Background: an optimization exercise with open tools, aiming at small area and few clock cycles per item. Do not read the settings as production practice.
The RTL was checked by simulation tests, not by an equivalence proof against the original design.
The flow treats the clock pin as an ideal source, which a real chip does not have.
Power is estimated from default activity; no workload was simulated.

Setup of harbor:
==> flow/design.v (excerpt) <==
module accore_df (
    input  wire        clk,
    input  wire        rst,           
    input  wire        cmd_valid,
    input  wire [31:0] cmd_data,
    output wire        cmd_ready,
    input  wire [2:0]  reg_addr,
    output reg  [31:0] reg_rdata,
    output wire        tx_valid,
    output wire        tx_kind,       
    output wire [23:0] tx_dur,
    input  wire        tx_ready,
    output wire        fault_o
);
For scale: about 4100 cells after synthesis, roughly 49000 µm² of cells after synthesis.
export LEC_CHECK = 0
export CAP_MARGIN = 20
export CORE_MARGIN = 2
export CORE_UTILIZATION = 55
export CTS_BUF_LIST = sky130_fd_sc_hd__clkbuf_8
export CTS_CLUSTER_DIAMETER = 45
export CTS_CLUSTER_SIZE = 16
export GPL_ROUTABILITY_DRIVEN = 1
export GPL_TIMING_DRIVEN = 0
export PLACE_DENSITY = 0.7
export SLEW_MARGIN = 20
create_clock -name core_clock -period 16.0 [get_ports {clk}]
standard.sh (not shown) runs the stock make flow with config.mk's settings and CLKGATE_MAP_FILE= SYNTH_SCRIPT=/design/flow/synth_recipe.tcl, a recipe that flattens the netlist after the stock synthesis.
==> flow/flow/run.sh <==
#!/bin/bash
# The standard layout (standard.sh, unchanged synthesis and steps) with two
# settings passed to the ORFS scripts through their environment variables:
# - buffer_ports puts the smallest buffer cell on every input and output port;
# - clock_tree_synthesis builds the tree without dummy loads.
# The whole make output goes to standard.log in this folder.
set -o pipefail
export BUFFER_PORTS_ARGS="-buffer_cell sky130_fd_sc_hd__buf_1"
export CTS_ARGS="-sink_clustering_enable -repair_clock_nets -buf_list sky130_fd_sc_hd__clkbuf_8 -sink_clustering_size 16 -sink_clustering_max_diameter 45 -dont_use_dummy_load"
bash standard.sh > standard.log 2>&1
harbor finished every stage and its layout cleared the timing, design-rule and antenna checks.
Testbench counts of harbor, summed over its fixed seeds: cycles 54,568, commands 31,224.
### harbor -> indigo
Settings: CTS_CLUSTER_DIAMETER changed from 45 to 50; CTS_CLUSTER_SIZE changed from 16 to 20; SLEW_MARGIN changed from 20 to 10; CAP_MARGIN changed from 20 to 10.
==> flow/flow/run.sh <==
#!/bin/bash
# The standard layout (standard.sh: unchanged synthesis and steps) with
# settings passed to the ORFS scripts through their environment variables:
# - the buffers ABC put in the netlist are removed at floorplan (placement
#   is not timing driven, so global placement does not remove them);
# - buffer_ports puts the smallest buffer cell on every input and output port;
# - clock_tree_synthesis builds the tree without dummy loads.
# The whole make output goes to standard.log in this folder.
set -o pipefail
export REMOVE_ABC_BUFFERS=1
export BUFFER_PORTS_ARGS="-buffer_cell sky130_fd_sc_hd__buf_1"
export CTS_ARGS="-sink_clustering_enable -repair_clock_nets -buf_list sky130_fd_sc_hd__clkbuf_8 -sink_clustering_size 20 -sink_clustering_max_diameter 50 -dont_use_dummy_load"
bash standard.sh > standard.log 2>&1
Results
Number of buffers other than clock buffers in the final layout in indigo is about 60% below harbor. Met2 track demand over resource: indigo vs harbor down 7.4 points. Compared with harbor, in indigo proportion of final cell area spent on non-clock buffers lost 0.93 points; count of clock-buffer cells in the layout moved down; maximum VDD drop now sits lower; fmax was more or less identical; detail-routed net length per standard cell shows a reduction of 6.1%. Re half-perimeter wire length of the detailed placement result: indigo and harbor aren't equal, and the higher value belongs to harbor. The launching instance or port of the critical path comes out cmd_data[26] in one run and cmd_data[30] in the other, namely in indigo and harbor respectively.
Input changes introduced in raven (baseline for comparison: indigo):
Settings: a change of SLEW_MARGIN from 10 to 20; a change of CAP_MARGIN from 10 to 20.
### Flow results
Routed wire length essentially unchanged between raven and indigo. raven vs indigo on final hold slack: raven is the higher one. In raven, the critical path depth came out 1 below the value in indigo. Share of the core filled with cells in the final layout delta (indigo -> raven): insignificant. Per the comparison of raven with indigo, final net count held; upper clock frequency limit grew by 1.0%; overall power has remained practically unchanged. Between raven and indigo, the mean routed wirelength per cell does not differ in any meaningful way.
The inputs of yarrow differ from those of raven as listed below.
Settings: swapping 50 for 45 in CTS_CLUSTER_DIAMETER; swapping 20 for 16 in CTS_CLUSTER_SIZE.
diff --git a/flow/flow/run.sh b/flow/flow/run.sh
--- a/flow/flow/run.sh
+++ b/flow/flow/run.sh
@@ -10,4 +10,4 @@
 export REMOVE_ABC_BUFFERS=1
 export BUFFER_PORTS_ARGS="-buffer_cell sky130_fd_sc_hd__buf_1"
-export CTS_ARGS="-sink_clustering_enable -repair_clock_nets -buf_list sky130_fd_sc_hd__clkbuf_8 -sink_clustering_size 20 -sink_clustering_max_diameter 50 -dont_use_dummy_load"
+export CTS_ARGS="-sink_clustering_enable -repair_clock_nets -buf_list sky130_fd_sc_hd__clkbuf_8 -sink_clustering_size 16 -sink_clustering_max_diameter 45 -dont_use_dummy_load"
 bash standard.sh > standard.log 2>&1
### Flow results
- In terms of global routing met1 resource utilization, yarrow and raven differ only marginally.
- When the final numbers for yarrow and raven were put side by side, the via count turned out to be smaller in raven.
- yarrow vs. raven: setup clock skew after layout held; final period utilization higher.
- Between raven and yarrow, the area occupied by registers figures differ only marginally.
- Summary: with raven as the reference, cell area in yarrow moved up slightly.

static timing again, ports no longer ideal:
The results above use ideal ports. As a check the final layouts listed here were re-extracted and re-timed, cells and wires unchanged. Step 1, drivers: a clkbuf_16 drives clk and a buf_2 each remaining input, both assumed. Step 2, shift: input delay + t, output delay - t, t = (earliest + latest rising clock arrival at the registers) / 2. This alone moves slack from input paths to output paths. Slacks: ideal / step 1 / step 2; pairs: ideal / step 1.
run	t, ns	setup WS [ns]	latest minus earliest clock arrival (ns)
harbor	0.853	3.598 / 3.574 / 3.224	0.095 / 0.095
indigo	0.808	3.602 / 3.553 / 3.444	0.119 / 0.119
raven	0.804	3.726 / 3.646 / 3.427	0.121 / 0.121
yarrow	0.861	3.600 / 3.524 / 3.234	0.117 / 0.118
After both steps every run listed still meets setup and hold. The setup slack of harbor, which loses most, moves by -0.024 ns with the drivers and by -0.374 ns with both steps.
